From an optimization exercise on the open Yosys and OpenROAD flow, aimed at small area, a short achievable clock period and few clock cycles; shortcuts taken in it are not production practice. Function was checked by simulation only, so behaviour that the tests miss may differ from the original.

==> flow/design.v, too long to show whole: its modules and the start of the top module <==
// module hbx_conv: 35 lines
// module hbx_geo_num: 243 lines
// module hbx_geo_e9: 421 lines
// module hbx_geo_e4: 45 lines
// module hbx_add3: 9 lines
// module hbx_dd3: 20 lines
// module hbx_bcd8: 14 lines
// module hbx_bcd6: 10 lines
// module hbx_geo_text: 64 lines
// module hbx_geo_len: 16 lines
// module hbx: 374 lines
// module hbx_siglen: 37 lines
module hbx (
    input  wire        clk,
    input  wire        rst,       
    input  wire        req,
    input  wire        we,
    input  wire [7:0]  addr,
    input  wire [1:0]  size,
    input  wire [31:0] wdata,
    output wire [31:0] rdata,
    output wire        resp,      
    output wire        ack,
    output wire        irq
);
  // ...
==> flow/run.sh <==
#!/bin/bash
# synth_recipe.tcl (not shown) runs the flow's synth.tcl, then flattens the netlist and writes it again
# the make line also repeats each setting of config.mk as NAME=value (left out here)
make -C /OpenROAD-flow-scripts/flow DESIGN_CONFIG=/design/flow/config.mk WORK_HOME=/design/flow/orfs CLKGATE_MAP_FILE= SYNTH_SCRIPT=/design/flow/synth_recipe.tcl finish
==> flow/config.mk <==
export PLATFORM = sky130hd
export DESIGN_NAME = hbx
export DESIGN_NICKNAME = hbx
export VERILOG_FILES = /design/flow/design.v
export SDC_FILE = /design/flow/constraint.sdc
export NUM_CORES = 4
export LEC_CHECK = 0
export ABC_AREA = 1
export CAP_MARGIN = 30
export CORE_MARGIN = 2
export CORE_UTILIZATION = 40
export SLEW_MARGIN = 20
==> flow/constraint.sdc <==
create_clock -name core_clock -period 50.0 [get_ports {clk}]
set_input_delay 10.0000 -clock core_clock [delete_from_list [all_inputs] [get_ports {clk}]]
set_output_delay 10.0000 -clock core_clock [all_outputs]
set_load 0.01 [all_outputs]
==> run notes, run 1 <==
* Total CTS buffers at 81
* Final hold viol count at 0
* Non-clock inverters at roughly 1,300
* Die width at 380.1 um
* Post-synth top area share at 26.75%
* Most frequent cells in the layout: 1,352 x nand2_1, 1,230 x inv_1, 962 x o21ai_0
* Vias per cell at ~6.3
* WP data arrival at 12.26 ns
* Vias in the first global route at roughly 56,000
* Most common cell in the netlist: nand2_1
* Multi-input gate area at 32,370 um^2
* CLK BUF at 98
* Area share of xor/xnor cells in the synthesized design at 2.846%
* Layout Cells excl Fill at 9,687
* # clock sinks at about 660
* DR vias at 60,980
* Startpoint types: input port
* Cells after Synth at 7,802
* Core Util, Final at 44.13%
* Number of nets in the layout at 8,119
* Buffers plus inverters on the worst setup path at 3
* Initial core utilization at 40.16%
* Area Growth Syn to Fin at 9.884%
* Repair and plain buffers at 210
* Multi-input gates at between 5,000 and 6,000
* I/O Buffers at 80
* Setup Crit Path Kind: in -> out
* Status: complete, no violations
* Hpwl dp at around 240 mm
* Pre-CTS setup slack at ~28 ns
* Primary FF master, synth: edfxtp_1
Testbench counts, summed over its fixed seeds: cycles 20,843.
==> run 2: changes to the inputs <==
==> flow/flow/run.sh (new file) <==
#!/bin/bash
# The standard layout, with the port buffers in a faster cell (buf_4)
# instead of the cell buffer_ports picks by default. Every port is still
# buffered; nothing else changes. The full output goes to flow.log.
set -o pipefail
export BUFFER_PORTS_ARGS="-buffer_cell sky130_fd_sc_hd__buf_4"
bash standard.sh > flow.log 2>&1
==> flow/standard.sh (new file) <==
#!/bin/bash
# synth_recipe.tcl (not shown) runs the flow's synth.tcl, then flattens the netlist and writes it again
# the make line also repeats each setting of config.mk as NAME=value (left out here)
make -C /OpenROAD-flow-scripts/flow DESIGN_CONFIG=/design/flow/config.mk WORK_HOME=/design/flow/orfs CLKGATE_MAP_FILE= SYNTH_SCRIPT=/design/flow/synth_recipe.tcl "${@:-finish}"
removed: flow/run.sh
==> run 2 against run 1 <==
Effect of this change: via count rose by 0.55%; area after synthesis did not move; critical endpoint unchanged; largest cell class unchanged; highest routed layer unchanged.
==> run notes, run 2 <==
* Share of layout cells above drive strength 1 at roughly 6.6%
* Period Utilization, post-route at roughly 43%
* Row count at 138
* Top Metal Used: met5
* Gr usage total at 41.68%
* Startpoint types: input port
* Net Count, Synth at 8,197
* Met3 WL post-DR at around 35 mm
* Die Span Y at around 380 um
* Most frequent cells in the layout: 1,351 x nand2_1, 1,230 x inv_1, 961 x o21ai_0
* Pre-CTS setup slack at 28.69 ns (+0.9162 ns)
* CTS Hold Bufs at 0
* Post-DRT Antenna Nets at 0
* Longest Clk Path Bufs at 3
* CTS resizes at 0
* First-pass GRT wire length at 431.2 mm
* CP max-delay cell: nand2_1
* Sequential Area at 18,220 um^2
* Crit path time final at 21.31 ns
* CP max stage delay at 0.34 ns
* Mapped Avg Cell Area at 7.253 um^2
* Clock-pin slew on the worst setup and hold paths at roughly 0.060 ns
* DRT iter0 DRCs at 8,856
* Met2 WL at 132.4 mm
* Yosys reg bits at 658
* Final Cell Area at between 60,000 and 70,000 um^2
* Die area at approximately 140,000 um^2
* Total CTS buffers at 85 (+4.9%)
* Fill cells at 14,610
* Post-synth top area share at 26.75% (unchanged)
* Largest net degree at the start of global routing at 115
* Post-synthesis mux area share at 0.9198%
* Final clock skew at 0.08577 ns
* Post-synthesis cell type count at 70
* Most common cell after layout, fill and taps aside: nand2_1
* Adder-cell share of the synthesized area at 9.508%
* Remaining DRCs at 0
* Simple-gate share of the synthesized area at 20.59%
* Total negative slack at 0 ns
* Slew headroom at 17.52%
* RSZ-0062 raised after global routing: false
* RePlAce Congestion at 1.082
* Core ar. at 140,900 um^2
* Final worst setup slack at 28.69 ns
* Post-synth EDFFs at 504
* DR vias at 61,320 (+0.55%)
* CP required at around 40 ns
* Worst-Margin Slew at 1.224 ns
* CP Max Fanout at 11
* CTS tree: built
* Hpwl dp at 248.5 mm (+4.6%)
* Initial antenna violation count at 23
* # clock sinks at 658 (unchanged)
* Ports at 81
* Cell Area, Synth at 56,590 um^2
* Status: complete, no violations
* Post-CTS setup buffers at 0
* Setup Crit Path Kind: in -> out
* Placed cell area at 59,400 um^2
* Multi-input gate area at 32,340 um^2 (about the same)
* Complex-gate fraction of the synthesized area at between 20% and 30%
* Max FFs per register at 256
* Min-Delay Path Class: reg -> reg
* DR WL/cell at ~32 um
* Critical-path cell list: buf_4, inv_1, nand2_1, nand2_1, nor4_1, nand4_1, nand2_1, buf_4
* Yosys warns at 4
* Vias per cell at 6.310 (+0.23%)
* Primary FF master, synth: edfxtp_1
* Asr flop ratio synth at 0%
* Max-cap violations at 0
* Max-slew violations at 0
* Top cells by area, synth: edfxtp_1 27%, nand2_1 9.0%, o21ai_0 8.5%
* Register area share after synthesis at 32.19%
* Combinational family with the most area after synthesis: compound AO/OA/AOI/OAI gates
* I/O Buffers at 80 (unchanged)
* Vias in the first global route at 56,660 (+0.99%)
* Crit-path most repeated cell: nand2_1
* Fmax at about 0.047 GHz
* Clock Latency Late Sink at 0.77 ns
* Number of nets in the layout at 8,149 (+0.37%)
* WP data arrival at 11.31 ns (-0.95 ns)
* Clock Tree Root: clkbuf_16
* First drt pass iteration count at 6
* Initial core utilization at 40.16% (unchanged)
* Worst setup EP type: output pin
* WL met1 at between 100 and 150 mm
* Setup violators final at 0
* GR Overflow Total at 0
* Most common cell in the netlist: nand2_1
* Routed WL at around 310 mm
* Final hold viol count at 0 (unchanged)
* Area share of xor/xnor cells in the synthesized design at 2.846% (unchanged)
* Cells after Synth at 7,802 (unchanged)
* Biggest area consumer among synthesized cells: edfxtp_1
* Commonest cells in the netlist: 1,358 x nand2_1, 1,239 x inv_1, 964 x o21ai_0, 620 x nor2_1, 504 x edfxtp_1
* H-tree levels at 3
* Die width at 380.1 um (unchanged)
* Area Growth Syn to Fin at 10.23%
==> run 2: cell counts after synthesis <==
Identical to the previous run, type by type.
==> run 2: critical path, delay by kind of cell <==
kind,cells,cell delay [ns]
simple gates,5,0.93
buf+inv,3,0.38
==> run 2: final timing paths <==
path / startpoint / to / slack, ns / depth (start not counted)
setup / recovery: addr[5] / ack / 28.69 / 8
hold / removal: cmd[10] / bwidth[2] / 0.46 / 0
setup reg to reg: pred[6] / pf_data[30] / 31.32 / 61
hold reg to reg: cmd[10] / bwidth[2] / 0.46 / 0
==> run 2: cell families (layout without fill, tap and decap cells) <==
| kind of cell | after synthesis | after routing |
|---|---|---|
| mux | 52 | 52 |
| simple gates | 2740 | 2740 |
| fa+ha+maj | 349 | 349 |
| compound gates | 2186 | 2186 |
| other cells | 0 | 7 |
| flops | 658 | 658 |
| xor+xnor | 183 | 183 |
| buf+inv | 1634 | 1653 |
==> run 2: layer usage <==
layer / up-vias / track usage [%]
met5: - / 0
met4: 18 / 26.46
met3: 823 / 10.41
met2: 4008 / 62.54
met1: 29610 / 53.51
li1: 26860 / -
==> run 2: per-stage QoR <==
stage / cells / utilization (%) / hold WS, ns
finish: 9718 / 44.27 / 0.4589
global route: 9711 / 44.26 / 0.4758
CTS: 9702 / 44.20 / 0.4621
detailed placement: 9548 / 42.16 / 0.4478
global placement: 9527 / 42.04 / 0.4430
floorplan: 7802 / - / 0.4509
==> run 2: final cells by class <==
| class | count | share of cell area, % |
|---|---|---|
| inverters | 1263 | 7.620 |
| diodes | 7 | 0.02808 |
| clock buffers | 106 | 3.585 |
| repair buffers | 236 | 2.890 |
| clock inverters | 48 | 1.019 |
| flip-flops and latches | 658 | 29.21 |
| well taps | 1890 | 3.791 |
| multi-input cells | 5510 | 51.85 |
==> module hbx, before the edit <==
module hbx (
    input  wire        clk,
    input  wire        rst,       
    input  wire        req,
    input  wire        we,
    input  wire [7:0]  addr,
    input  wire [1:0]  size,
    input  wire [31:0] wdata,
    output wire [31:0] rdata,
    output wire        resp,      
    output wire        ack,
    output wire        irq
);
    localparam [31:0] ID_VALUE    = 32'h48425831;
    localparam [31:0] PARAM_VALUE = 32'h01098020;
    localparam [9:0]  P_STATUS    = {8'h0C, 2'd2};
    reg          ctrl_ie;
    reg          busy, done, bvalid, svalid, gvalid, wbusy;
    reg  [2:0]   err;              
    reg  [31:0]  cmd;
    reg          cmd_v;            
    reg  [5:0]   hex_len;
    reg  [255:0] hex_data;
    reg  [7:0]   hex_v;            
    reg  [7:0]   bwidth;           
    reg  [127:0] bits;             
    reg  [15:0]  sfrm;             
    reg  [63:0]  gfrm;             
    reg  [2:0]   eng;              
    reg  [23:0]  sd_lat, sd_lon;   
    reg  [31:0]  pf_data;          
    reg  [9:0]   pred;             
    reg          pf_resp;          
    reg          pf_valid;
    reg [1:0] acc;
    always @(*) begin
        casez (addr[7:2])
            6'h00, 6'h01:                 acc = 2'd1;    
            6'h02, 6'h03, 6'h04, 6'h05:   acc = 2'd2;    
            6'b001???:                    acc = 2'd2;    
            6'h10, 6'h11:                 acc = 2'd1;    
            6'h14, 6'h15, 6'h16, 6'h17:   acc = 2'd1;    
            6'h18:                        acc = 2'd1;    
            6'h1C, 6'h1D, 6'h1E, 6'h1F,
            6'h20, 6'h21:                 acc = 2'd1;    
            6'h24, 6'h25, 6'h26, 6'h27,
            6'h28, 6'h29, 6'h2A:          acc = 2'd1;    
            6'h2C, 6'h2D, 6'h2E, 6'h2F,
            6'h30:                        acc = 2'd1;    
            6'h34, 6'h35, 6'h36, 6'h37,
            6'h38:                        acc = 2'd1;    
            default:                      acc = 2'd0;
        endcase
    end
    wire bad_form = (size != 2'd2) || (addr[1:0] != 2'b00);
    wire slverr   = bad_form || (acc == 2'd0) || (we && acc == 2'd1);
    wire w_able   = (addr[7:5] == 3'b001) ||
                    (addr[7:5] == 3'b000 && (addr[4:3] == 2'b01 || addr[4:3] == 2'b10));
    wire rd_req   = req && !we;
    wire hit      = pf_valid && ({addr, size} == pred);
    wire wr_ok    = req && we && !slverr;
    wire wr_input = wr_ok && (addr[7:2] == 6'h04 || addr[7:2] == 6'h05 || addr[7:5] == 3'b001);
    wire rd_done  = rd_req && hit;
    assign ack   = !(rd_req && !hit);
    assign resp  = we ? (bad_form || !w_able) : pf_resp;
    assign rdata = pf_data;
    assign irq   = done & ctrl_ie;
    wire [3:0] op        = cmd[3:0];
    wire [7:0] cmd_width = cmd[15:8];
    wire       rsv_ok    = (cmd[31:16] == 16'd0) && (cmd[7:4] == 4'd0);
    wire       nowid     = (cmd_width == 8'd0);
    wire       is_conv   = rsv_ok && op == 4'h1;
    wire       is_stat   = rsv_ok && op == 4'h2 && nowid;
    wire       is_geo    = rsv_ok && op == 4'h3 && nowid;
    wire       is_cstat  = rsv_ok && op == 4'h4 && nowid;
    wire       is_cgeo   = rsv_ok && op == 4'h5 && nowid;
    wire       is_clr    = rsv_ok && op == 4'h6 && nowid;
    wire       do_conv   = is_conv | is_cstat | is_cgeo;
    wire       do_stat   = is_stat | is_cstat;
    wire       do_geo    = is_geo  | is_cgeo;
    wire        w_rsv   = (wdata[31:16] == 16'd0) && (wdata[7:4] == 4'd0);
    wire        w_nowid = wdata[15:8] == 8'd0;
    wire        w_tgt_b = w_rsv && (wdata[3:0] == 4'h1 ||
                          (w_nowid && (wdata[3:0] == 4'h4 || wdata[3:0] == 4'h5 || wdata[3:0] == 4'h6)));
    wire        w_tgt_s = w_rsv && w_nowid && (wdata[3:0] == 4'h2 || wdata[3:0] == 4'h4 || wdata[3:0] == 4'h6);
    wire        w_tgt_g = w_rsv && w_nowid && (wdata[3:0] == 4'h3 || wdata[3:0] == 4'h5 || wdata[3:0] == 4'h6);
    wire [7:0]   conv_w = is_cstat ? 8'd16 : is_cgeo ? 8'd88 : cmd_width;
    wire [2:0]   conv_err;
    wire [127:0] conv_value;
    hbx_conv u_conv (
        .hex_data (hex_data),
        .hex_v    (hex_v),
        .n        (hex_len),
        .width    (conv_w),
        .err      (conv_err),
        .value    (conv_value)
    );
    wire [7:0] rawlen;
    hbx_siglen u_sl (.v(bits), .len(rawlen));
    wire [7:0] blen = (bwidth > rawlen) ? bwidth : rawlen;
    wire [127:0] src     = do_conv ? conv_value : bits;
    wire         stat_ok = do_conv ? (conv_value[127:16] == 112'd0)
                                   : (bvalid && blen == 8'd16);
    wire         geo_ok  = do_conv ? (conv_value[127:88] == 40'd0)
                                   : (bvalid && blen == 8'd88);
    wire         conv_ok = (conv_err == 3'd0);
    wire         pre_ok  = do_conv ? conv_ok : 1'b1;
    reg  [2:0]   fin_err;
    always @(*) begin
        if (!(do_conv | do_stat | do_geo | is_clr)) fin_err = 3'd4;
        else if (!pre_ok)                            fin_err = conv_err;
        else if (do_stat && !stat_ok)                fin_err = 3'd2;
        else if (do_geo && !geo_ok)                  fin_err = 3'd2;
        else                                         fin_err = 3'd0;
    end
    wire geo_start = busy && do_geo && pre_ok && geo_ok;
    reg        ctrl_ie_nx, busy_nx, done_nx, bvalid_nx, svalid_nx, gvalid_nx, wbusy_nx;
    reg [2:0]  err_nx, eng_nx;
    reg        cmd_v_nx;
    reg [5:0]  hex_len_nx;
    reg [7:0]  hex_v_nx;
    reg        accept;
    always @(*) begin
        ctrl_ie_nx = ctrl_ie; busy_nx = busy; done_nx = done; err_nx = err;
        bvalid_nx = bvalid; svalid_nx = svalid; gvalid_nx = gvalid; wbusy_nx = wbusy;
        cmd_v_nx = cmd_v; hex_len_nx = hex_len; hex_v_nx = hex_v;
        eng_nx = eng;
        accept = 1'b0;
        if (wr_ok && addr[7:2] == 6'h02)
            ctrl_ie_nx = wdata[0];
        if (wr_ok && addr[7:2] == 6'h03) begin
            if (wdata[1])  done_nx  = 1'b0;
            if (wdata[16]) wbusy_nx = 1'b0;
        end
        if (wr_input && busy) begin
            wbusy_nx = 1'b1;                          
        end else if (wr_input) begin
            if (addr[7:2] == 6'h05)
                hex_len_nx = wdata[5:0];
            else if (addr[7:5] == 3'b001)
                hex_v_nx[addr[4:2]] = 1'b1;
            else begin                                
                accept   = 1'b1;
                cmd_v_nx = 1'b1;
                busy_nx  = 1'b1;
                done_nx  = 1'b0;
                err_nx   = 3'd0;
                if (w_tgt_b) bvalid_nx = 1'b0;
                if (w_tgt_s) svalid_nx = 1'b0;
                if (w_tgt_g) gvalid_nx = 1'b0;
            end
        end
        if (eng != 3'd0)
            eng_nx = eng + 3'd1;                      
        if (busy) begin
            busy_nx = 1'b0;
            done_nx = 1'b1;
            err_nx  = fin_err;
            if (is_clr) wbusy_nx = 1'b0;
            if (do_conv && conv_ok) bvalid_nx = 1'b1;
            if (do_stat && pre_ok && stat_ok) svalid_nx = 1'b1;
            if (geo_start) begin
                gvalid_nx = 1'b1;
                eng_nx    = 3'd1;
            end
        end
        if (rst) begin
            ctrl_ie_nx = 1'b0; busy_nx = 1'b0; done_nx = 1'b0; err_nx = 3'd0;
            wbusy_nx = 1'b0; bvalid_nx = 1'b0; svalid_nx = 1'b0; gvalid_nx = 1'b0;
            eng_nx = 3'd0; cmd_v_nx = 1'b0; hex_len_nx = 6'd0; hex_v_nx = 8'd0;
        end
    end
    always @(posedge clk) begin
        ctrl_ie <= ctrl_ie_nx; busy <= busy_nx; done <= done_nx; err <= err_nx;
        bvalid <= bvalid_nx; svalid <= svalid_nx; gvalid <= gvalid_nx; wbusy <= wbusy_nx;
        eng <= eng_nx; cmd_v <= cmd_v_nx; hex_len <= hex_len_nx; hex_v <= hex_v_nx;
    end
    wire hex_we = wr_input && !busy && addr[7:5] == 3'b001;
    always @(posedge clk) begin
        if (hex_we)
            hex_data[addr[4:2]*32 +: 32] <= wdata;
        if (accept)
            cmd <= wdata;
        if (busy && do_conv) begin
            bits   <= conv_value;
            bwidth <= conv_w;
        end
        if (busy && do_stat) sfrm <= src[15:0];
        if (busy && do_geo)  gfrm <= src[87:24];
    end
    wire [7:0]  lat_deg = gfrm[63:56], lon_deg = gfrm[31:24];
    wire [5:0]  lat_mn  = gfrm[55:50], lon_mn  = gfrm[23:18];
    wire [16:0] lat_sr  = gfrm[49:33], lon_sr  = gfrm[17:1];
    wire        lat_hem = gfrm[32],    lon_hem = gfrm[0];
    wire [19:0] lat_e4, lon_e4;
    hbx_geo_e4 u_e4a (.sr(lat_sr), .e4(lat_e4));
    hbx_geo_e4 u_e4o (.sr(lon_sr), .e4(lon_e4));
    wire [20:0] lat_e4x = {1'b0, lat_e4}, lon_e4x = {1'b0, lon_e4};
    reg  [2:0]  nib_lat, nib_lon;
    always @(*) begin
        case (eng)
            3'd1:    begin nib_lat = lat_e4x[20:18]; nib_lon = lon_e4x[20:18]; end
            3'd2:    begin nib_lat = lat_e4x[17:15]; nib_lon = lon_e4x[17:15]; end
            3'd3:    begin nib_lat = lat_e4x[14:12]; nib_lon = lon_e4x[14:12]; end
            3'd4:    begin nib_lat = lat_e4x[11:9];  nib_lon = lon_e4x[11:9];  end
            3'd5:    begin nib_lat = lat_e4x[8:6];   nib_lon = lon_e4x[8:6];   end
            3'd6:    begin nib_lat = lat_e4x[5:3];   nib_lon = lon_e4x[5:3];   end
            default: begin nib_lat = lat_e4x[2:0];   nib_lon = lon_e4x[2:0];   end
        endcase
    end
    wire [23:0] sd_lat_s, sd_lon_s;
    hbx_dd3 u_dda (.bi(eng == 3'd1 ? 24'd0 : sd_lat), .nb(nib_lat), .bo(sd_lat_s));
    hbx_dd3 u_ddo (.bi(eng == 3'd1 ? 24'd0 : sd_lon), .nb(nib_lon), .bo(sd_lon_s));
    wire [23:0] sd_lat_nx  = (eng != 3'd0) ? sd_lat_s : sd_lat;
    wire [23:0] sd_lon_nx  = (eng != 3'd0) ? sd_lon_s : sd_lon;
    always @(posedge clk) begin
        sd_lat <= sd_lat_nx;
        sd_lon <= sd_lon_nx;
    end
    reg [7:0] first_rd;
    always @(*) begin
        case (op)
            4'h4:    first_rd = 8'h60;    
            4'h5:    first_rd = 8'h7C;    
            4'h1:    first_rd = 8'h40;    
            default: first_rd = 8'h10;    
        endcase
    end
    reg [7:0] succ;
    always @(*) begin
        case (pred[9:2])
            8'h84:   succ = 8'h9C;
            8'hA8:   succ = 8'hB0;
            8'hC0:   succ = 8'hD0;
            8'h44:   succ = 8'h50;
            default: succ = pred[9:2] + 8'h04;
        endcase
    end
    function lon_word;
        input [5:0] w;
        lon_word = (w >= 6'h24 && w <= 6'h29) || (w >= 6'h34 && w <= 6'h38);
    endfunction
    wire gsel = !pf_valid          ? lon_word(pred[9:4]) :
                (pred == P_STATUS) ? 1'b0 : lon_word(succ[7:2]);
    wire [7:0]  g_deg = gsel ? lon_deg : lat_deg;
    wire [5:0]  g_mn  = gsel ? lon_mn  : lat_mn;
    wire [16:0] g_sr  = gsel ? lon_sr  : lat_sr;
    wire        g_hem = gsel ? lon_hem : lat_hem;
    wire [31:0] g_num;
    wire [38:0] g_e9;
    hbx_geo_num u_num (.deg(g_deg), .mn(g_mn), .sr(g_sr), .neg(~g_hem), .num(g_num));
    reg  [31:0] nreg;
    reg         ncoord, nvalid;
    always @(posedge clk) begin
        nreg   <= g_num;
        ncoord <= gsel;
        nvalid <= !busy;                    
    end
    hbx_geo_e9  u_e9  (.num(nreg), .neg(ncoord ? ~lon_hem : ~lat_hem), .e9(g_e9));
    wire       miss = rd_req && !hit;
    reg  [9:0] psel;
    always @(*) begin
        if (rd_done && pred == P_STATUS)
            psel = busy ? P_STATUS : {first_rd, 2'd2};
        else if (rd_done)
            psel = {succ, 2'd2};
        else if (accept)
            psel = P_STATUS;
        else
            psel = pred;
    end
    wire [9:0] pred_nx = miss ? {addr, size} : psel;
    wire [7:0]  p_a  = psel[9:2];
    wire        p_ok = (psel[1:0] == 2'd2) && (p_a[1:0] == 2'b00);
    wire [5:0]  p_w  = p_a[7:2];
    reg  [1:0]  p_acc;
    always @(*) begin
        casez (p_w)
            6'h00, 6'h01, 6'h02, 6'h03, 6'h04, 6'h05,
            6'b001???, 6'h10, 6'h11, 6'h14, 6'h15, 6'h16, 6'h17, 6'h18,
            6'h1C, 6'h1D, 6'h1E, 6'h1F, 6'h20, 6'h21,
            6'h24, 6'h25, 6'h26, 6'h27, 6'h28, 6'h29, 6'h2A,
            6'h2C, 6'h2D, 6'h2E, 6'h2F, 6'h30,
            6'h34, 6'h35, 6'h36, 6'h37, 6'h38: p_acc = 2'd1;
            default:                           p_acc = 2'd0;
        endcase
    end
    wire [31:0] status_nx = {15'd0, wbusy_nx, 5'd0, gvalid_nx, svalid_nx, bvalid_nx,
                             1'b0, err_nx, 2'b00, done_nx, busy_nx};
    wire [31:0] hex_word   = hex_data[p_w[2:0]*32 +: 32];
    wire [4:0]   t_len_unused;
    wire [159:0] t_text;
    hbx_geo_text u_txt (
        .deg (g_deg),
        .mn  (g_mn),
        .hem (g_hem),
        .lon (gsel),
        .sd  (gsel ? sd_lon_nx : sd_lat_nx),
        .text_len (t_len_unused),
        .text(t_text)
    );
    wire [4:0] lat_len, lon_len;
    hbx_geo_len u_lna (.deg(lat_deg), .mn(lat_mn), .sd(sd_lat_nx), .len(lat_len));
    hbx_geo_len u_lno (.deg(lon_deg), .mn(lon_mn), .sd(sd_lon_nx), .len(lon_len));
    reg [31:0] pval;
    always @(*) begin
        pval = 32'd0;
        if (p_ok) begin
            case (p_w)
                6'h00: pval = ID_VALUE;
                6'h01: pval = PARAM_VALUE;
                6'h02: pval = {31'd0, ctrl_ie_nx};
                6'h03: pval = status_nx;
                6'h04: if (cmd_v) pval = cmd;
                6'h05: pval = {26'd0, hex_len_nx};
                6'h08, 6'h09, 6'h0A, 6'h0B,
                6'h0C, 6'h0D, 6'h0E, 6'h0F:
                       if (hex_v_nx[p_w[2:0]]) pval = hex_word;
                6'h10: if (bvalid) pval = {24'd0, blen};
                6'h11: if (bvalid) pval = {24'd0, rawlen};
                6'h14: if (bvalid) pval = bits[ 31:  0];
                6'h15: if (bvalid) pval = bits[ 63: 32];
                6'h16: if (bvalid) pval = bits[ 95: 64];
                6'h17: if (bvalid) pval = bits[127: 96];
                6'h18: if (svalid) pval = {14'd0, sfrm[14], sfrm[15], 2'b00, sfrm[13:0]};
                6'h1C: if (gvalid) pval = {15'd0, lat_hem, 2'b00, lat_mn, lat_deg};
                6'h1D: if (gvalid) pval = {15'd0, lat_sr};
                6'h1E: if (gvalid) pval = {12'd0, lat_e4};
                6'h1F, 6'h27: if (gvalid) pval = g_num;
                6'h20, 6'h28: if (gvalid) pval = g_e9[31:0];
                6'h21, 6'h29: if (gvalid) pval = {{25{g_e9[38]}}, g_e9[38:32]};
                6'h24: if (gvalid) pval = {15'd0, lon_hem, 2'b00, lon_mn, lon_deg};
                6'h25: if (gvalid) pval = {15'd0, lon_sr};
                6'h26: if (gvalid) pval = {12'd0, lon_e4};
                6'h2A: if (gvalid) pval = {19'd0, lon_len, 3'd0, lat_len};
                6'h2C, 6'h34: if (gvalid) pval = t_text[ 31:  0];
                6'h2D, 6'h35: if (gvalid) pval = t_text[ 63: 32];
                6'h2E, 6'h36: if (gvalid) pval = t_text[ 95: 64];
                6'h2F, 6'h37: if (gvalid) pval = t_text[127: 96];
                6'h30, 6'h38: if (gvalid) pval = t_text[159:128];
                default: pval = 32'd0;
            endcase
        end
    end
    reg p_exact;
    always @(*) begin
        p_exact = (pred_nx == psel);
        if (p_w >= 6'h10 && busy)
            p_exact = 1'b0;                            
        if ((p_w == 6'h04 || p_w[5:3] == 3'b001) && wr_input)
            p_exact = 1'b0;                            
        case (p_w)
            6'h1F, 6'h27,
            6'h2C, 6'h2D, 6'h2E, 6'h2F, 6'h30,
            6'h34, 6'h35, 6'h36, 6'h37, 6'h38:
                if (gsel != lon_word(p_w)) p_exact = 1'b0;
            6'h20, 6'h21, 6'h28, 6'h29:
                if (!nvalid || ncoord != lon_word(p_w)) p_exact = 1'b0;
            default: ;
        endcase
        case (p_w)
            6'h2A, 6'h2C, 6'h2D, 6'h2E, 6'h2F, 6'h30,
            6'h34, 6'h35, 6'h36, 6'h37, 6'h38:
                if (eng_nx != 3'd0) p_exact = 1'b0;    
            default: ;
        endcase
    end
    always @(posedge clk) begin
        pred     <= pred_nx;
        pf_data  <= pval;
        pf_resp  <= !p_ok || p_acc == 2'd0;
        pf_valid <= !rst && p_exact;
    end
endmodule
==> run 3: changes to the inputs <==
--- a/flow/design.v
+++ b/flow/design.v
@@ -939,5 +939,5 @@
     wire wr_input = wr_ok && (addr[7:2] == 6'h04 || addr[7:2] == 6'h05 || addr[7:5] == 3'b001);
     wire rd_done  = rd_req && hit;
-    assign ack   = !(rd_req && !hit);
+    assign ack   = we | hit;           
     assign resp  = we ? (bad_form || !w_able) : pf_resp;
     assign rdata = pf_data;
==> run 3 against run 2 <==
Effect of this change: maximum frequency decreased by 3.0%; wire length increased by 1.5%; synthesized cell count increased by 1.4%; utilization increased by 0.24 points; largest cell class unchanged.
==> run notes, run 3 <==
* Status: complete, no violations
* Post-CTS setup buffers at 0 (unchanged)
* Cells after Synth at 7,912 (+1.4%)
* Ports at 81 (unchanged)
* DRT iter0 DRCs at 8,793 (-0.71%)
* First drt pass iteration count at 7 (+1)
* Total CTS buffers at 83 (-2.4%)
* Number of nets in the layout at 8,276 (+1.6%)
* Slew headroom at 23.15% (+5.6 points)
* Die area at 145,600 um^2 (+0.74%)
* Asr flop ratio synth at 0% (unchanged)
* Row count at 138 (unchanged)
* CTS tree: built
* Top cells by area, synth: edfxtp_1 27%, nand2_1 9.1%, inv_1 8.5%
* Hpwl dp at 254.1 mm (+2.3%)
* Initial antenna violation count at 28 (+22%)
* Fill cells at 14,620 (+0.055%)
* Post-synthesis cell type count at 73 (+4.3%)
* Primary FF master, synth: edfxtp_1
* Max FFs per register at 256 (unchanged)
* Final Cell Area at 63,030 um^2 (+1.0%)
* Clock Latency Late Sink at 0.76 ns (about the same)
* Post-synth EDFFs at 504 (unchanged)
* Yosys warns at 4 (unchanged)
* WP data arrival at 11.98 ns (+0.67 ns)
* Most frequent cells in the layout: 1,372 x nand2_1, 1,274 x inv_1, 902 x o21ai_0
* Worst-Margin Slew at 1.146 ns (-0.07841 ns)
* Most common cell in the netlist: nand2_1
* RSZ-0062 raised after global routing: false
* CTS resizes at 0 (unchanged)
* DR WL/cell at 32.16 um (+0.23%)
* Final hold viol count at 0 (unchanged)
* Placed cell area at 59,990 um^2 (+0.99%)
* Cell Area, Synth at 57,010 um^2 (+0.75%)
* Clock Tree Root: clkbuf_16
* Multi-input gate area at 32,680 um^2 (+1.0%)
* Setup violators final at 0 (unchanged)
* First-pass GRT wire length at 438.5 mm (+1.7%)
* Biggest area consumer among synthesized cells: edfxtp_1
* Most common cell after layout, fill and taps aside: nand2_1
* Commonest cells in the netlist: 1,381 x nand2_1, 1,284 x inv_1, 910 x o21ai_0, 685 x nor2_1, 504 x edfxtp_1
* I/O Buffers at 80 (unchanged)
* CP Max Fanout at 70 (+59)
* Gr usage total at 42.28% (+0.59 points)
* Sequential Area at 18,220 um^2 (unchanged)
* Core ar. at 141,600 um^2 (+0.49%)
* Layout Cells excl Fill at 9,845 (+1.3%)
* Total negative slack at 0 ns (unchanged)
* Startpoint types: input port
* Post-DRT Antenna Nets at 0 (unchanged)
* Min-Delay Path Class: reg -> reg
* Setup Crit Path Kind: in -> out
* Area Growth Syn to Fin at 10.55%
* Longest Clk Path Bufs at 3 (unchanged)
* RePlAce Congestion at 1.091 (+0.80%)
* Period Utilization, post-route at 43.96% (+1.3 points)
* Net Count, Synth at 8,307 (+1.3%)
* Yosys reg bits at 658 (unchanged)
* CTS Hold Bufs at 0 (unchanged)
* Mapped Avg Cell Area at 7.205 um^2 (-0.65%)
* Largest net degree at the start of global routing at 141 (+23%)
* Crit path time final at 21.98 ns (+0.6689 ns)
* Die Span Y at 381.5 um (+0.37%)
* Final worst setup slack at 28.02 ns (-0.6689 ns)
* Post-synth top area share at 26.55% (-0.20 points)
* # clock sinks at 658 (unchanged)
* Max-cap violations at 0 (unchanged)
* Register area share after synthesis at 31.96% (-0.24 points)
* Pre-CTS setup slack at 28.02 ns (-0.6739 ns)
* Vias per cell at 6.241 (-1.1%)
* Routed WL at 316.6 mm (+1.5%)
* Max-slew violations at 0 (unchanged)
* Die width at 381.5 um (+0.37%)
* DR vias at 61,440 (+0.20%)
* Final clock skew at 0.08022 ns (-0.005554 ns)
* CP required at 40.00 ns (about the same)
* Worst setup EP type: output pin
* Clock-pin slew on the worst setup and hold paths at 0.06 ns (about the same)
* Share of layout cells above drive strength 1 at 6.772% (+0.20 points)
* Vias in the first global route at 57,480 (+1.5%)
* GR Overflow Total at 0 (unchanged)
* Fmax at 0.04550 GHz (-3.0%)
* H-tree levels at 3 (unchanged)
* Cells after DPL at 9,672 (+1.3%)
* Remaining DRCs at 0 (unchanged)
* Initial core utilization at 40.27% (+0.10 points)
run 3: cell count changes after synthesis, moves of 11 or more:
cell,previous run,this run
nor2_1,620,685
nand3_1,369,395
nand2_1,1358,1381
o22ai_1,435,424
a41oi_1,4,18
a221oi_1,64,49
nand4_1,69,88
o21ai_0,964,910
nor3_1,127,101
inv_1,1239,1284
a21oi_1,266,294
mux2i_1,52,36
run 3: stage by stage:
step | hold WS [ns] | util, %
after floorplan | 0.4362 | -
after global placement | 0.4647 | 42.24
after detailed placement | 0.4713 | 42.37
after CTS | 0.4805 | 44.37
after global routing | 0.5118 | 44.50
final | 0.4808 | 44.51
run 3: cell families after synthesis:
kind of cell / after synthesis / synth area share [%]
XOR/XNOR: 186 / 2.917
AND/OR/NAND/NOR: 2854 / 21.37
multiplexers: 36 / 0.6321
adder cells (fa/ha/maj): 349 / 9.437
AO/OA/AOI/OAI: 2153 / 22.61
buffers and inverters: 1676 / 11.08
flip-flops: 658 / 31.96
run 3: critical path, stage by stage:
cell	delay, ns
buf_4	0.09
buf_4	0.75
inv_2	0.07
nand2_1	0.12
nand4_1	0.10
a2111o_1	0.30
nor4_1	0.17
nand4_1	0.14
nand2_1	0.11
buf_4	0.12
run 3: routing by layer:
metal / vias to the layer above / global-route usage [%] / share of wire, %
li1: 27180 / - / -
met1: 29630 / 52.35 / 38
met2: 3747 / 64.48 / 43
met3: 872 / 11.08 / 11
met4: 16 / 28.62 / 8.1
met5: - / 0 / 0.032
run 3: final timing paths:
path	from	endpoint	slack, ns	cells after the start
worst max-delay path	addr[2]	ack	28.02	10
worst min-delay path	cmd_v	cmd_v	0.48	2
worst max register to register	pred[5]	pf_data[30]	32.06	59
worst min register to register	cmd_v	cmd_v	0.48	2
run 3: area by class of cell:
class / instances / share of cell area [%]
flip-flops and latches: 658 / 28.91
inverters: 1306 / 7.800
diodes: 10 / 0.03970
clock inverters: 54 / 1.068
clock buffers: 95 / 3.430
well taps: 1890 / 3.752
multi-input cells: 5578 / 51.85
repair buffers: 254 / 3.150
Testbench counts of run 3, summed over its fixed seeds: cycles 20,843.
==> run 4: changes to the inputs <==
--- a/flow/config.mk
+++ b/flow/config.mk
@@ -10,3 +10,4 @@
 export CORE_MARGIN = 2
 export CORE_UTILIZATION = 40
+export CTS_BUF_LIST = sky130_fd_sc_hd__clkbuf_4 sky130_fd_sc_hd__clkbuf_8
 export SLEW_MARGIN = 20
==> run 4 against run 3 <==
Effect of this change: count of clock-buffer cells in the layout increased by 67; critical path depth unchanged; synthesized cell count unchanged; maximum frequency about the same; hold slack improved by 0.0085 ns; non-clock buffer count decreased by 3; register-to-register slack about the same.
==> run notes, run 4 <==
* Die width at 381.5 um (unchanged)
* Post-CTS setup buffers at 0 (unchanged)
* Final hold viol count at 0 (unchanged)
* Gr usage total at 42.33% (+0.049 points)
* Mapped Avg Cell Area at 7.205 um^2 (unchanged)
* First-pass GRT wire length at 439.2 mm (+0.16%)
* Die Span Y at 381.5 um (unchanged)
* Fin Hold WS at 0.4893 ns (+0.008451 ns)
* Top cells by area, synth: edfxtp_1 27%, nand2_1 9.1%, inv_1 8.5%
* First drt pass iteration count at 9 (+2)
* Share of layout cells above drive strength 1 at 7.639% (+0.87 points)
* Post-DRT Antenna Nets at 0 (unchanged)
* Critical-path cell list: buf_4, buf_4, inv_2, nand2_1, nand4_1, a2111o_1, nor4_1, nand4_1, nand2_1, buf_4
* Delay-heaviest family, CP: buffers and inverters
* Placed cell area at 59,990 um^2 (unchanged)
* Initial core utilization at 40.27% (unchanged)
* FF-to-FF path depth at 59 (unchanged)
* Crit path time final at 21.98 ns (-0.002500 ns)
* Setup violators final at 0 (unchanged)
* Die area at 145,600 um^2 (unchanged)
* Clock-pin slew on the worst setup and hold paths at 0.07 ns (about the same)
* Most frequent cells in the layout: 1,372 x nand2_1, 1,274 x inv_1, 902 x o21ai_0
* Max-slew violations at 0 (unchanged)
* Register area share after synthesis at 31.96% (unchanged)
* Vias per cell at 6.238 (about the same)
* Setup Crit Path Kind: in -> out
* Hold depth at 2 (unchanged)
* Max FFs per register at 256 (unchanged)
* WP data arrival at 11.98 ns (about the same)
* Slew headroom at 19.86% (-3.3 points)
* Routed WL at 317.7 mm (+0.34%)
* Largest net degree at the start of global routing at 141 (unchanged)
* CP max stage delay at 0.75 ns (about the same)
* Final clock skew at 0.09061 ns (+0.01039 ns)
* CTS resizes at 0 (unchanged)
* Worst setup EP type: output pin
* Remaining DRCs at 0 (unchanged)
* Biggest area consumer among synthesized cells: edfxtp_1
* Most common cell in the netlist: nand2_1
* Startpoint types: input port
* # clock sinks at 658 (unchanged)
* RSZ-0062 raised after global routing: false
* Hpwl dp at 254.1 mm (unchanged)
* CP Max Fanout at 70 (unchanged)
* Most common cell after layout, fill and taps aside: nand2_1
* Max-cap violations at 0 (unchanged)
* CP max-delay cell: buf_4
* Cell Area, Synth at 57,010 um^2 (unchanged)
* Post-synthesis cell type count at 73 (unchanged)
* Cells after Synth at 7,912 (unchanged)
* Clock Latency Late Sink at 0.95 ns (+0.19 ns)
* Commonest cells in the netlist: 1,381 x nand2_1, 1,284 x inv_1, 910 x o21ai_0, 685 x nor2_1, 504 x edfxtp_1
* DRT iter0 DRCs at 8,801 (+0.091%)
* Crit-path most repeated cell: buf_4
* Area Growth Syn to Fin at 10.30%
* Post-synth EDFFs at 504 (unchanged)
* Clock Tree Root: clkbuf_8
* Total negative slack at 0 ns (unchanged)
* CTS tree: built
* Final Cell Area at 62,880 um^2 (-0.23%)
* Core ar. at 141,600 um^2 (unchanged)
* Row count at 138 (unchanged)
* I/O Buffers at 80 (unchanged)
* CP required at 40.00 ns (about the same)
* Period Utilization, post-route at 43.95% (about the same)
* Buffers plus inverters on the worst setup path at 4 (unchanged)
* Vias in the first global route at 57,650 (+0.30%)
* Primary FF master, synth: edfxtp_1
* Number of nets in the layout at 8,311 (+0.42%)
* Ports at 81 (unchanged)
* H-tree levels at 3 (unchanged)
* RePlAce Congestion at 1.091 (unchanged)
* Yosys reg bits at 658 (unchanged)
* Total CTS buffers at 121 (+46%)
* Status: complete, no violations
* CTS Hold Bufs at 0 (unchanged)
* Yosys warns at 4 (unchanged)
* DR WL/cell at 32.01 um (-0.47%)
* Asr flop ratio synth at 0% (unchanged)
* Min-Delay Path Class: reg -> reg
* DR vias at 61,920 (+0.78%)
* Longest Clk Path Bufs at 3 (unchanged)
* Initial antenna violation count at 27 (-3.6%)
* Fmax at 0.04550 GHz (about the same)
* Levels on crit path at 10 (unchanged)
* GR Overflow Total at 0 (unchanged)
* Worst-Margin Slew at 1.199 ns (+0.05329 ns)
* Post-synth top area share at 26.55% (unchanged)
* Net Count, Synth at 8,307 (unchanged)
## run 4: cell counts after synthesis
No cell type changed its count.
## run 4: final cells by class
cell class,count,area (um^2)
fillers,14710,78710
inverters,1306,4916
diodes,11,27.53
clock inverters,70,658.1
flip-flops and latches,658,18220
repair buffers,251,1946
multi-input cells,5578,32680
clock buffers,162,2067
well taps,1890,2365
## run 4: per-layer routing
metal	GRT usage, %	vias to the layer above	part of all wire (%)
li1	-	27270	-
met1	53.03	29980	38
met2	65.20	3822	43
met3	10.33	839	10
met4	26.92	16	7.7
met5	0	-	0.031
## run 4: path summary, 6_finish.rpt
path              startpoint  slack, ns     endpoint
setup / recovery     addr[2]      28.02          ack
setup reg to reg     pred[5]      32.06  pf_data[30]
hold / removal         cmd_v       0.49        cmd_v
hold reg to reg        cmd_v       0.49        cmd_v
## run 4: per-stage QoR
stage                     std cells  setup slack, ns  util (%)
after floorplan                7912            29.06         -
after global placement         9649            28.00     42.24
after detailed placement       9672            28.02     42.37
after CTS                      9904            28.02     44.30
after global routing           9916            27.93     44.39
final                          9926            28.02     44.41
## run 4: kinds of logic after synthesis
kind of cell,count (synthesis),share of synthesized area (%)
mux,36,0.6321
fa+ha+maj,349,9.437
xor+xnor,186,2.917
flops,658,31.96
compound gates,2153,22.61
buf+inv,1676,11.08
simple gates,2854,21.37
## run 4: worst reg2reg max path, delay by kind of cell, from the launching register on
| kind | cells | cell delay [ns] |
|---|---|---|
| simple gates | 11 | 2.07 |
| fa+ha+maj | 29 | 12.17 |
| buf+inv | 11 | 1.39 |
| compound gates | 7 | 1.48 |
| flops | 1 | 0.52 |
| xor+xnor | 1 | 0.24 |

[separate check: timing with driven ports]
In the flow no input, the clock included, has a driving cell. The finished layouts below were timed again as built, in two steps. Step 1: set_driving_cell puts a clkbuf_16 on clk and a buf_2 on each other input, an assumption about the parent block. Step 2 moves the port delays by t, midway between the first and last clock arrival at a register: inputs arrive t later, outputs are due t later. That takes back most of the time a late clock gives input paths. a / b / c = ideal ports / drivers / drivers and shift; a / b = the first two.
run	t (ns)	setup WS [ns]	hold slack, ns	worst register clock-pin slew, ns	worst slew at a driven data input, ns
run 1	0.788	27.738 / 27.714 / 27.714	0.477 / 0.477 / 0.477	0.07 / 0.07	0.05
run 2	0.809	28.691 / 28.664 / 28.664	0.459 / 0.459 / 0.459	0.07 / 0.07	0.04
run 3	0.810	28.022 / 27.995 / 27.995	0.481 / 0.481 / 0.481	0.07 / 0.07	0.04
run 4	0.990	28.024 / 27.997 / 27.997	0.489 / 0.489 / 0.489	0.08 / 0.08	0.04
After both steps setup and hold are still met in every run listed.
